Source: an optimization exercise on an open RTL-to-GDS flow (aim: small area). Production flows keep margins and buffers that such runs may drop.
In this exercise RTL edits were held to simulation tests only and were not proved equivalent to the original.
No activity file was given, so power comes from the tool's default toggle rates.

File: design/flow/config.mk
export PLATFORM = sky130hd
export DESIGN_NAME = intron_rx_framer
export DESIGN_NICKNAME = intron_rx_framer
export VERILOG_FILES = /design/flow/design.v
export SDC_FILE = /design/flow/constraint.sdc
export NUM_CORES = 4
export LEC_CHECK = 0
export CAP_MARGIN = 20
export CORE_MARGIN = 2
export CORE_UTILIZATION = 40
export PLACE_DENSITY = 0.6
export SLEW_MARGIN = 20
File: design/flow/constraint.sdc
create_clock -name core_clock -period 10.0 [get_ports {clk}]
set_input_delay 2.0000 -clock core_clock [delete_from_list [all_inputs] [get_ports {clk}]]
set_output_delay 2.0000 -clock core_clock [all_outputs]
set_load 0.01 [all_outputs]
File: design/flow/design.v
module rxf_crc32_byte (
    input  wire [31:0] crc_in,
    input  wire [7:0]  data,
    output reg  [31:0] crc_out
);
    integer i;
    always @* begin
        crc_out = crc_in ^ {24'd0, data};
        for (i = 0; i < 8; i = i + 1) begin
            if (crc_out[0])
                crc_out = (crc_out >> 1) ^ 32'hEDB88320;
            else
                crc_out = crc_out >> 1;
        end
    end
endmodule
module intron_rx_framer (
    input  wire         clk,
    input  wire         rst,             
    input  wire         soft_reset,      
    input  wire [47:0]  intron_sess,     
    input  wire         rx_valid,
    input  wire [7:0]   rx_data,
    input  wire         alloc_ok,        
    input  wire         cas_valid,
    input  wire [3:0]   cas_old,
    input  wire [3:0]   cas_new,
    input  wire         activity_clr,    
    input  wire         query_valid,     
    input  wire [7:0]   query_idx,
    input  wire         ap_take,         
    output reg  [3:0]   mode,
    output reg          cas_ok,
    output reg          associated,
    output reg          activity,
    output reg          mac_valid,
    output reg  [47:0]  mac,
    output reg  [7:0]   ap_count,
    output reg          ap_valid,
    output reg  [7:0]   ap_index,
    output reg  [127:0] ap_info,
    output reg          pkt_start,
    output wire [15:0]  pkt_len,
    output reg          pkt_wr,
    output wire [7:0]   pkt_data,
    output reg          pkt_end,
    output reg          pkt_good,
    output reg          evt_valid,
    output reg  [2:0]   evt_code,
    output wire [7:0]   evt_type,
    output wire [15:0]  evt_size
);
    localparam [7:0]  INTRON0           = 8'h55;
    localparam [7:0]  INTRON1           = 8'h4E;
    localparam [7:0]  SUPPORTED_VERSION = 8'h0B;
    localparam [3:0] M_WAIT_INIT      = 4'd1;
    localparam [3:0] M_NEED_AP        = 4'd2;
    localparam [3:0] M_CONNECTING_AP  = 4'd3;
    localparam [3:0] M_RUNNING        = 4'd4;
    localparam [3:0] M_WRONG_FIRMWARE = 4'd6;
    localparam [2:0] E_CRC_MISMATCH   = 3'd1;
    localparam [2:0] E_OUT_OF_SYNC    = 3'd2;
    localparam [2:0] E_LENGTH_ERROR   = 3'd3;
    localparam [2:0] E_UNKNOWN_TYPE   = 3'd4;
    localparam [2:0] E_PROTOCOL_ERROR = 3'd5;
    reg         pay;         
    reg         disc;        
    reg [3:0]   pos;         
    reg [15:0]  cnt;         
    reg         neg;         
    reg [31:0]  crc;
    reg [127:0] sbuf;        
    reg [2:0]   ty;          
    reg         vnz;         
    reg [31:0]  rcrc;        
    reg         lq_valid;
    reg [7:0]   lq_idx;
    assign pkt_len  = cnt;
    assign evt_size = cnt;
    assign evt_type = {sbuf[15:11] & {5{evt_code[2]}}, ty};
    assign pkt_data = sbuf[7:0];
    wire hdr  = !pay && pos[3];
    wire seek = !pay && !pos[3];
    wire [7:0] h_type = sbuf[15:8];
    wire t_dev  = (h_type == 8'h00);
    wire t_pkt  = (h_type == 8'h02);
    wire t_cnt  = (h_type == 8'h06);
    wire t_info = (h_type == 8'h07);
    wire t_inv  = (h_type == 8'h08);
    wire p_dev  = (ty == 3'b000);
    wire p_pkt  = (ty == 3'b010);
    wire p_cnt  = (ty == 3'b110);
    wire streaming = pay && !disc && p_pkt;
    wire [63:0] intron_all = {intron_sess, INTRON1, INTRON0};
    wire [7:0]  intron_exp = intron_all[8*pos[2:0] +: 8];
    wire        intron_hit = (rx_data == intron_exp);
    wire [31:0] crc_step;
    rxf_crc32_byte u_crc (
        .crc_in  (crc),
        .data    (rx_data),
        .crc_out (crc_step)
    );
    wire        crc_load = seek && (pos[2:1] == 2'b00);
    wire [31:0] crc_next = crc_load ? 32'hE88E2886 : crc_step;
    wire        crc_ok   = (crc_step == rcrc);
    wire        ka_ok    = (crc == {rcrc[23:0], ~rx_data});
    wire        cnt_zero = (cnt == 16'd0);
    wire        cnt_one  = (cnt == 16'd1);
    wire        up = !pay;
    wire [16:0] tgl;
    assign tgl[0] = 1'b1;
    genvar gi;
    generate
        for (gi = 0; gi < 16; gi = gi + 1) begin : g_tgl
            if (gi == 2) begin : g_w
                assign tgl[gi+1] = tgl[gi] & (cnt[gi] ~^ up) & !neg;
            end else begin : g_n
                assign tgl[gi+1] = tgl[gi] & (cnt[gi] ~^ up);
            end
        end
    endgenerate
    wire [15:0] cnt_step = cnt ^ tgl[15:0];
    wire        low7     = (cnt[2:0] == 3'd7);
    wire        neg_step = neg && !low7;
    wire        cnt_sat  = !neg && tgl[16];
    wire        skip_nz  = !(neg && low7);
    wire        size_ok = (t_dev  && cnt == 16'd6) ||
                          (t_cnt  && cnt == 16'd1) ||
                          (t_info && cnt == 16'd16);
    reg [3:0]   mode_c;
    reg [3:0]   mode_n;
    reg         link_set;
    always @(posedge clk) begin
        pkt_start <= 1'b0;
        pkt_wr    <= 1'b0;
        pkt_end   <= 1'b0;
        evt_valid <= 1'b0;
        cas_ok    <= 1'b0;
        if (activity_clr)
            activity <= 1'b0;
        if (ap_take)
            ap_valid <= 1'b0;
        if (query_valid) begin
            lq_valid <= 1'b1;
            lq_idx   <= query_idx;
        end
        mode_c = mode;
        if (cas_valid && !soft_reset && (mode == cas_old)) begin
            cas_ok <= 1'b1;
            mode_c = cas_new;
        end
        mode_n   = mode_c;
        link_set = 1'b0;
        pkt_good <= crc_ok && !soft_reset;
        if (seek)
            evt_code <= E_OUT_OF_SYNC;
        else if (pay || t_pkt)
            evt_code <= E_CRC_MISMATCH;
        else if (t_inv)
            evt_code <= E_PROTOCOL_ERROR;
        else if (t_dev || t_cnt || t_info)
            evt_code <= E_LENGTH_ERROR;
        else
            evt_code <= E_UNKNOWN_TYPE;
        if (rx_valid && !(hdr && pos[2:1] != 2'b00))
            sbuf <= {sbuf[119:0], rx_data};
        if (soft_reset) begin
            mode_n     = M_WAIT_INIT;
            associated <= 1'b0;
            pay        <= 1'b0;
            pos        <= 4'd0;
            cnt        <= 16'd0;
            neg        <= 1'b1;
            if (streaming) begin
                pkt_end  <= 1'b1;
            end
        end else if (rx_valid) begin
            if (!(hdr && pos[2]))
                crc <= crc_next;
            if (seek) begin
                if (!cnt_sat) begin
                    cnt <= cnt_step;
                    neg <= neg_step;
                end
                if (intron_hit) begin
                    pos <= pos + 4'd1;
                    if (pos[2:0] == 3'd7 && skip_nz) begin
                        evt_valid <= 1'b1;
                    end
                end else begin
                    pos <= {3'd0, (rx_data == INTRON0)};
                end
            end else if (hdr) begin
                pos <= pos + 4'd1;
                case (pos[2:0])
                    3'd0: ty  <= rx_data[2:0];
                    3'd1: vnz <= (rx_data != 8'd0);
                    3'd2, 3'd3: cnt <= {cnt[7:0], rx_data};
                    default: rcrc <= {rcrc[23:0], ~rx_data};
                endcase
                if (pos[2:0] == 3'd7) begin
                    pay  <= !cnt_zero;
                    if (cnt_zero)
                        neg <= 1'b1;
                    disc <= !((t_pkt && alloc_ok) || size_ok);
                    if (t_inv) begin
                        evt_valid <= 1'b1;
                    end else if (t_pkt) begin
                        if (cnt_zero) begin
                            if (ka_ok)
                                link_set = 1'b1;
                            else begin
                                evt_valid <= 1'b1;
                            end
                        end else if (alloc_ok)
                            pkt_start <= 1'b1;
                    end else if (t_dev || t_cnt || t_info) begin
                        if (!size_ok) begin
                            evt_valid <= 1'b1;
                        end
                    end else begin
                        evt_valid <= 1'b1;
                    end
                end
            end else begin
                cnt <= cnt_step;
                if (!disc && p_pkt)
                    pkt_wr <= 1'b1;
                if (cnt_one) begin
                    pay <= 1'b0;
                    neg <= 1'b1;
                    if (!disc) begin
                        if (p_pkt) begin
                            pkt_end  <= 1'b1;
                        end
                        if (!crc_ok) begin
                            evt_valid <= 1'b1;
                        end else if (p_pkt) begin
                            link_set = 1'b1;
                        end else if (p_dev) begin
                            if (sbuf[47:40] == SUPPORTED_VERSION) begin
                                mac_valid <= 1'b1;
                                mac <= {sbuf[39:0], rx_data};
                                if (mode_c == M_WAIT_INIT)
                                    mode_n = M_NEED_AP;
                            end else if (mode_c == M_WAIT_INIT)
                                mode_n = M_WRONG_FIRMWARE;
                        end else if (p_cnt) begin
                            ap_count <= rx_data;
                        end else begin
                            if (lq_valid && (sbuf[127:120] == lq_idx)) begin
                                ap_valid <= 1'b1;
                                ap_index <= lq_idx;
                                ap_info  <= {sbuf[119:0], rx_data};
                            end
                        end
                    end
                end
            end
        end
        if (link_set) begin
            activity   <= 1'b1;
            associated <= vnz;
            if (vnz && (mode_c == M_NEED_AP || mode_c == M_CONNECTING_AP))
                mode_n = M_RUNNING;
        end
        mode <= mode_n;
        if (rst) begin
            pay        <= 1'b0;
            pos        <= 4'd0;
            cnt        <= 16'd0;
            neg        <= 1'b1;
            mode       <= M_WAIT_INIT;
            cas_ok     <= 1'b0;
            associated <= 1'b0;
            activity   <= 1'b0;
            mac_valid  <= 1'b0;
            ap_count   <= 8'd0;
            ap_valid   <= 1'b0;
            lq_valid   <= 1'b0;
            pkt_start  <= 1'b0;
            pkt_wr     <= 1'b0;
            pkt_end    <= 1'b0;
            evt_valid  <= 1'b0;
        end
    end
endmodule
File: design/flow/flow/run.sh
#!/bin/bash
# Standard ORFS layout (the standard.sh) with these changes to how the
# layout is made:
# - synthesis maps the logic with area-oriented ABC scripts and keeps the
#   smallest mapping (flow/synth_area.tcl, flow/area*.abc); the registers
#   are those of the standard synthesis;
# - the port buffers that buffer_ports inserts are the smallest buffer
#   (buf_1) instead of the tool's default pick;
# - clock tree synthesis uses clkbuf_4 in small sink clusters and no
#   dummy loads.
# Floorplan, power grid, taps, placement, repair and routing are the standard flow's
# standard flow. make's full output goes to standard_flow.log, and ORFS
# keeps each tool's log under orfs/logs.
set -euo pipefail
export FLOW_SYNTH_TCL="$PWD/synth_recipe.tcl"
export AREA_ABC_SCRIPTS="$PWD/flow/area1.abc $PWD/flow/area2.abc $PWD/flow/area3.abc $PWD/flow/area4.abc"
bash standard.sh \
  "SYNTH_SCRIPT=$PWD/flow/synth_area.tcl" \
  "BUFFER_PORTS_ARGS=-buffer_cell sky130_fd_sc_hd__buf_1" \
  "CTS_ARGS=-sink_clustering_enable -repair_clock_nets -dont_use_dummy_load -buf_list {sky130_fd_sc_hd__clkbuf_4} -sink_clustering_size 9 -sink_clustering_max_diameter 45" \
  finish > standard_flow.log 2>&1
File: design/flow/flow/area1.abc
strash
ifraig
dc2
dch -f
map -a
topo
dnsize
File: design/flow/flow/area2.abc
strash
ifraig
scorr
dc2
drw
drf
dch -f
map -a
topo
dnsize
File: design/flow/flow/area3.abc
strash
ifraig
dc2
dch -f
map -a
strash
dch -f
map -a
topo
dnsize
File: design/flow/flow/area4.abc
strash
dch -f
map -a
strash
dch -f
map -a
strash
dch -f
map -a
topo
dnsize
File: design/flow/flow/synth_area.tcl
# The standard flow's synthesis script (synth_recipe.tcl in the work folder) with one
# change: the combinational logic is mapped with area-oriented ABC scripts
# (the area*.abc files named in AREA_ABC_SCRIPTS) instead of ORFS's speed
# script; each is tried on the same logic and the smallest mapping is
# kept. The registers, and so their names and cells, come out as in the
# standard synthesis: ABC only maps the logic between them.
proc mapped_area {} {
  set lib [lindex $::env(LIB_FILES) 0]
  set s [tee -q -s result.string stat -liberty $lib]
  if {[regexp {Chip area for module[^:]*:\s*([0-9.]+)} $s -> a]} { return $a }
  return 1e12
}
proc abc {args} {
  set j [lsearch -exact $args -D]
  if {$j >= 0} {
    lset args [expr {$j + 1}] 10000
  }
  set i [lsearch -exact $args -script]
  yosys design -save my_pre_abc
  set best ""
  set best_area 1e12
  foreach script $::env(AREA_ABC_SCRIPTS) {
    yosys design -load my_pre_abc
    lset args [expr {$i + 1}] $script
    yosys abc {*}$args
    set a [mapped_area]
    puts "area-abc: $script $a"
    if {$a < $best_area} {
      set best_area $a
      set best $script
    }
  }
  yosys design -load my_pre_abc
  lset args [expr {$i + 1}] $best
  puts "area-abc: using $best"
  yosys abc {*}$args
}
source $::env(FLOW_SYNTH_TCL)
File: design/flow/standard.sh
#!/bin/bash
# synth_recipe.tcl (not shown) runs the flow's synth.tcl, then flattens the netlist and writes it again
# the make line also repeats each setting of config.mk as NAME=value (left out here)
make -C /OpenROAD-flow-scripts/flow DESIGN_CONFIG=/design/flow/config.mk WORK_HOME=/design/flow/orfs CLKGATE_MAP_FILE= SYNTH_SCRIPT=/design/flow/synth_recipe.tcl "${@:-finish}"
==> flow_metrics.tcl, run 1 <==
set metrics [dict create \
    area_growth_pct 14.2 \
    cts_tree "built" \
    post_cts_resized 0 \
    use_met1 0.274 \
    fin_crit_ps 6850 \
    synth_top_area_share 0.697 \
    ys_seq_elements 437 \
    drtIter0Drc 867 \
    busiest_layer "met2" \
    grt_util_all_layers 0.202 \
    rows 75 \
    synth_fa_ha_area_frac 0.00448 \
    synth_commonest_cells "edfxtp_1 (389), nor2_1 (135), clkinv_1 (111), nand2_1 (92), xor2_1 (80)" \
    cts_setup_buffers 0 \
    viasPerCell 5.12 \
    critPathMaxStageDelay_ps 800 \
    postSynthCellCount 1188 \
    drive_above_1_share 0.0598 \
    status "no timing/DRC/antenna violations" \
    io_pins 338 \
    slew_headroom 0.333 \
    yosys.area_share.xor_xnor 0.0569 \
    routed_wl_mm 44.3 \
    wire_per_inst_um 21.0 \
    maxSlewViolCount 0 \
    fmax_ghz 0.146 \
    finalHoldViolations 0 \
    min-delay-path-class "reg -> reg" \
    htree_levels 2 \
    clk_pin_slew_ps 90 \
    period_share 0.685 \
    syn_area_sq_mm 0.0168 \
    synth-seq-area-share 0.754 \
    rrSetupSlack_ps 4520 \
    grt_pass1_wl_mm 65.6 \
    synth_flop_cell "edfxtp_1" \
    maxCapViolations 0 \
    synthArstFlopShare 0 \
    dieArea_sq_mm 0.0436 \
    crit_start "rx_data[2]" \
    die_h_um 209 \
    crit_path_frequent_cell "nand2_1" \
    critPathCaptureType "flip-flop" \
    core_sq_mm 0.0417 \
    nNetsFinal 1661 \
    power_leakage_nw 6.13 \
    numCtsBuffers 58 \
    dp_hpwl_mm 32.4 \
    cp-start-kind "primary input" \
    crit_required_ps 10400 \
    grt_pass1_vias 10674 \
    crit_chain "buf_1 > clkinv_1 > or2_2 > nand2_1 > xor2_1 > or2_2 > nand2_1 > xor2_1 > nor4_1 > o2111ai_1 > nor4_1 > nand2_1 > nor2_1 > nand4_1 > nor3_4 > buf_12" \
    cp_slowest_cell "nor3_4" \
    synth_top_family_by_area "simple AND/OR/NAND/NOR gates" \
    fin_tns_setup_ps 0 \
    drc 0 \
    drtPass1Iterations 5 \
    yosysTopAreaCell "edfxtp_1" \
    antenna_left 0 \
    clockRootBuffer "clkbuf_4" \
    synth_edf_count 389 \
    skew_ps 94.0 \
    clock_path_buffers 3 \
    finalSetupViolCount 0 \
    num_vias 10834 \
    grt_max_degree 72 \
    met2_usage 0.316 \
    cp_max_fo 71 \
    met3_usage 0.0467 \
    synthSimpleGateAreaFrac 0.0808 \
    initial_core_util 0.402 \
    postLayoutCoreUtil 0.459 \
    cts.sinks 437 \
    synth_compound_area_frac 0.0669 \
    vdd_ir_drop_max_mv 0.0656 \
    powerDensity_mw_per_mm2 159 \
    rsz0062_at_grt "no" \
    synth.distinct_cells 35 \
    critPathArrivalTime_ps 7240 \
    critPathKind "in -> reg" \
    synth_nets 1275 \
    gp_congestion 0.928 \
    yosys_warnings 2 \
    io_buffer_count 337 \
    hold_buffers 0 \
    antenna_found_initial 2 \
    path_buf_inv 3 \
    die_w_um 209 \
    gr-total-overflow 0 \
    muxShareOfSynthArea 0.00119 \
    worstSkewPairLatency_ps 810 \
    holdCritStartpoint "sbuf[29]" \
    avgSynthCellArea_sq_um 14.1 \
    cp_top_family "simple AND/OR/NAND/NOR gates" \
    reg2reg_from "pay" \
    synth_most_common_cell "edfxtp_1" \
    tightest_slew_ps 992 \
    synthTopCellsByArea "edfxtp_1 (70%), dfxtp_1 (5.7%), xor2_1 (4.2%)" \
]
report_power, final:
group / switching (W) / internal [W] / leakage (nW)
registers: 0.0000320 / 0.00203 / 3.99
logic: 0.000128 / 0.0000631 / 1.87
clock network: 0.000538 / 0.000264 / 0.267
cells by family (layout without fill, tap and decap cells):
kind of cell | Yosys count | in the layout
AO/OA/AOI/OAI | 185 | 185
XOR/XNOR | 109 | 109
adder cells (fa/ha/maj) | 6 | 6
buffers and inverters | 135 | 519
flip-flops | 437 | 437
multiplexers | 2 | 2
other | 0 | 4
AND/OR/NAND/NOR | 314 | 314
final cells by class:
| class | instances | area, sq um |
|---|---|---|
| fill | 3844 | 22500 |
| sequential | 437 | 12600 |
| multi-input combinational | 616 | 3570 |
| timing repair buffer | 350 | 1390 |
| tap | 539 | 674 |
| clock buffer | 58 | 435 |
| inverter | 111 | 417 |
| antenna | 4 | 10.0 |
cells in the final DEF, fill, tap and decap left out, drive strengths merged, types with 18 or more instances in the layout:
cell	n
a21oi	60
buf	350
clkbuf	58
clkinv	111
dfxtp	48
edfxtp	389
nand2	92
nor2	135
nor3	18
nor4	18
o21ai	57
xnor2	29
xor2	80
state kept, by name (all words and copies together), names as in the netlist, 4 cells and up:
| register | flops |
|---|---|
| ap_count | 8 |
| ap_index | 8 |
| ap_info | 128 |
| cnt | 16 |
| crc | 32 |
| lq_idx | 8 |
| mac | 48 |
| mode | 4 |
| pos | 4 |
| rcrc | 32 |
| sbuf | 128 |
stage by stage:
stage                     cells  worst slack (ps)  hold WS, ps  area [sq um]  power (W)
after floorplan            1188              1010          421         16800    0.00222
after global placement     2053              2540          425         18700    0.00229
after detailed placement   2053              2410          430         18700    0.00229
after CTS                  2111              3230          409         19100    0.00310
after global routing       2114              2750          434         19100    0.00319
final                      2115              3150          414         19100    0.00305
path summary, 6_finish.rpt:
kind / to / cells past startpoint
min: sbuf[37] / 0
max: ap_info[47] / 16
min reg2reg: sbuf[37] / 0
max reg2reg: cnt[3] / 20
routing by layer:
metal  share of wire  wire [um]  up-vias
li1                -          -     5054
met1            0.44      19400     5263
met2            0.46      20400      426
met3           0.069       3040       91
met4           0.034       1510        0
met5               0          0        -
==> run 2: changes to the inputs <==
==> design/flow/run.sh (new file) <==
#!/bin/bash
# synth_recipe.tcl (not shown) runs the flow's synth.tcl, then flattens the netlist and writes it again
# the make line also repeats each setting of config.mk as NAME=value (left out here)
make -C /OpenROAD-flow-scripts/flow DESIGN_CONFIG=/design/flow/config.mk WORK_HOME=/design/flow/orfs CLKGATE_MAP_FILE= SYNTH_SCRIPT=/design/flow/synth_recipe.tcl finish
--- a/design/flow/config.mk
+++ b/design/flow/config.mk
@@ -8,5 +8,8 @@
 export CAP_MARGIN = 20
 export CORE_MARGIN = 2
 export CORE_UTILIZATION = 40
+export CTS_BUF_LIST = sky130_fd_sc_hd__clkbuf_4
+export CTS_CLUSTER_DIAMETER = 45
+export CTS_CLUSTER_SIZE = 9
 export PLACE_DENSITY = 0.6
 export SLEW_MARGIN = 20
removed: design/flow/flow/run.sh
removed: design/flow/flow/area1.abc
removed: design/flow/flow/area2.abc
removed: design/flow/flow/area3.abc
removed: design/flow/flow/area4.abc
removed: design/flow/flow/synth_area.tcl
removed: design/flow/standard.sh
==> run 2 against run 1 <==
  * Fmax increased by 0.35%
  * Combinational power increased by 37%
  * Sequential share of layout area decreased by 9.4 points
  * Setup slack improved by 24 ps
  * Sequential power about the same
  * Non-clock buffer count increased by 1
  * Routed wire length increased by 5.2%
  * First-iteration DRC count decreased by 9.2%
  * Die area increased by 4.4%
  * Clock power increased by 41%
  * Area after synthesis increased by 4.5%
  * Critical endpoint is now mac[4]
  * Highest routed layer unchanged
==> flow_metrics.tcl, run 2 <==
set metrics [dict create \
    status "no timing/DRC/antenna violations" \
    dp_slack_ps 2360 \
    grt_pass1_vias 10548 \
    synth_top_area_share 0.667 \
    avgSynthCellArea_sq_um 15.3 \
    initial_core_util 0.406 \
    yosys_warnings 2 \
    p_switching_w 0.000785 \
    post_cts_resized 0 \
    viasPerCell 5.05 \
    synthArstFlopShare 0 \
    maxSlewViolCount 0 \
    period_share 0.682 \
    synth_edf_count 389 \
    cp_slowest_cell "clkdlybuf4s50_1" \
    ys_seq_elements 437 \
    path_buf_inv 2 \
    drtIter0Drc 787 \
    final_common_cell "edfxtp_1" \
    grt_pass1_wl_mm 66.9 \
    powerDensity_mw_per_mm2 154 \
    rrSetupSlack_ps 4760 \
    syn_area_sq_mm 0.0175 \
    finalSetupViolCount 0 \
    maxCapViolations 0 \
    p_seq_frac 0.597 \
    r2r-end "mac[4]" \
    drive_above_1_share 0.102 \
    yosysTopAreaCell "edfxtp_1" \
    skew_ps 84.5 \
    cts.sinks 437 \
    power_leakage_nw 7.34 \
    hold_buffers 0 \
    synth_nets 1232 \
    crit_chain "clkdlybuf4s50_1 > xnor2_2 > xnor3_2 > xnor3_1 > a2111oi_0 > o2111ai_1 > nor4_4 > nand3_2 > nor3_2 > buf_4" \
    vdd_ir_drop_max_mv 0.0667 \
    clock_path_buffers 3 \
    min-delay-path-class "reg -> reg" \
    area_growth_pct 27.3 \
    htree_levels 2 \
    cp-start-kind "primary input" \
    clk_pin_slew_ps 100 \
    num_vias 10695 \
    hold_end "ap_info[71]" \
    gr-total-overflow 0 \
    numCtsBuffers 60 \
    synthTopCellsByArea "edfxtp_1 (67%), xnor2_1 (5.6%), dfxtp_1 (5.5%)" \
    fmax_ghz 0.147 \
    die_w_um 213 \
    cp_max_fo 46 \
    worstSkewPairLatency_ps 850 \
    hold_path_depth 0 \
    drtPass1Iterations 5 \
    finalHoldViolations 0 \
    fin_crit_ps 6820 \
    grt_util_all_layers 0.201 \
    synth_flop_cell "edfxtp_1" \
    nNetsFinal 1577 \
    top_regs "ap_info (128), sbuf (128), mac (48)" \
    synth_most_common_cell "edfxtp_1" \
    critPathArrivalTime_ps 7230 \
    gp_congestion 0.850 \
    mostFrequentLayoutCells "edfxtp_1 (389), clkdlybuf4s50_1 (337), xnor2_1 (112)" \
    fin_tns_setup_ps 0 \
    core_sq_mm 0.0432 \
    synth-seq-area-share 0.722 \
    drc 0 \
    intPower_w 0.00266 \
    setup_ws_ps 3180 \
    slew_headroom 0.279 \
    rsz0062_at_grt "no" \
    holdCritStartpoint "sbuf[63]" \
    clockRootBuffer "clkbuf_4" \
    synth.distinct_cells 67 \
    reg2reg_depth 9 \
    p_comb_frac 0.076 \
    postLayoutCoreUtil 0.517 \
    critPathKind "in -> reg" \
    dieArea_sq_mm 0.0455 \
    cp_top_family "XOR/XNOR gates" \
    antenna_left 0 \
    die_h_um 213 \
    tightest_slew_ps 1080 \
    postSynthCellCount 1145 \
    reg2reg_from "crc[7]" \
    rows 76 \
    io_pins 338 \
    antenna_found_initial 1 \
    clkPwrFrac 0.327 \
    cts_tree "built" \
    wire_per_inst_um 22.0 \
    p_sw_frac 0.228 \
    routed_wl_mm 46.7 \
    cts_setup_buffers 0 \
    dp_hpwl_mm 33.0 \
    synth_commonest_cells "edfxtp_1 (389), xnor2_1 (113), nor2_1 (78), a21oi_1 (55), nand2_1 (54)" \
    io_buffer_count 337 \
    crit_required_ps 10410 \
    critPathMaxStageDelay_ps 750 \
    grt_max_degree 137 \
    critPathCaptureType "flip-flop" \
]
run 2: cell types whose count changed after synthesis, sizes merged, moves of 37 or more:
cell	previous run	this run
xor2	80	25
nor2	135	78
clkinv	111	0
nand2	92	54
xnor2	29	120
clkbuf	0	37
run 2: layout make-up:
type | count | area (sq um)
Antenna cell | 1 | 2.50
Clock buffer | 87 | 653
Clock inverter | 17 | 206
Fill cell | 3730 | 20900
Inverter | 23 | 86.3
Multi-Input combinational cell | 617 | 4480
Sequential cell | 437 | 12600
Tap cell | 585 | 732
Timing Repair Buffer | 351 | 3500
run 2: metal layers:
metal	global-route usage	up-vias	part of all wire
met5	0	-	0
met1	0.258	5233	0.41
met2	0.334	458	0.48
met4	0.0639	0	0.023
met3	0.0513	66	0.085
li1	-	4938	-
run 2: worst max-delay path by stage:
| stage | startpoint | endpoint | depth (start not counted) |
|---|---|---|---|
| final | rx_data[0] | mac[4] | 10 |
| after global routing | rx_data[0] | mac[4] | 10 |
| after CTS | rx_data[0] | mac[13] | 10 |
| after detailed placement | rx_data[0] | mac[39] | 10 |
| after global placement | rx_data[0] | mac[37] | 10 |
| after floorplan | rx_data[0] | ap_index[0] | 9 |
run 2: cells by family (layout without fill, tap and decap cells):
family                     after synthesis  in the layout  share of synthesized area
AOI/OAI and AO/OA                      136            136                     0.0481
xor gates and xnor gates               158            158                     0.0934
adders and majority gates                6              6                    0.00428
buffers and inverters                   91            478                     0.0250
DFF                                    437            437                      0.722
muxes                                   28             28                     0.0220
other                                    0              1                          0
and+or+nand+nor                        289            289                     0.0856
run 2: power groups by stage:
stage / clock network (W) / registers, W / logic (W)
after floorplan: 0 / 0.00209 / 0.000168
after global placement: 0 / 0.00210 / 0.000262
after detailed placement: 0 / 0.00210 / 0.000262
after CTS: 0.00117 / 0.00206 / 0.000263
after global routing: 0.00124 / 0.00206 / 0.000281
final: 0.00113 / 0.00206 / 0.000262
run 2: through the flow:
stage               instances  power (W)  hold WS [ps]  cell area (sq um)
floorplan                1145    0.00225           421              17500
global placement         2013    0.00236           427              21400
detailed placement       2013    0.00236           429              21400
CTS                      2117    0.00349           413              22300
global route             2118    0.00358           417              22300
finish                   2118    0.00344           412              22300

-- what the ideal ports hide --
The flow's constraints put no driver on any port. The routed layouts listed below were extracted and timed again, unchanged, in two steps.
Step 1 sets driving cells, clkbuf_16 on the clock port and buf_2 on the other inputs (assumed; they add their load-dependent delay and slew).
Step 2 also shifts input and output timing later by t, the mid clock arrival at the registers, as if the neighbouring blocks saw the same clock.
Slacks: ideal ports / drivers / drivers and shift; pairs: ideal ports / drivers.
run | shift t [ns] | setup slack, ns | hold slack, ns | slew at the worst register clock pin (ns) | cell pins on the clock port's net
run 1 | 0.813 | 3.153 / 3.178 / 2.365 | 0.414 / 0.414 / 0.414 | 0.10 / 0.10 | 1
run 2 | 0.857 | 3.177 / 3.207 / 2.350 | 0.412 / 0.412 / 0.412 | 0.11 / 0.11 | 1
After both steps setup and hold are still met in every run listed. The setup slack of run 2, which loses most, moves by +0.030 ns with the drivers and by -0.827 ns with both steps.
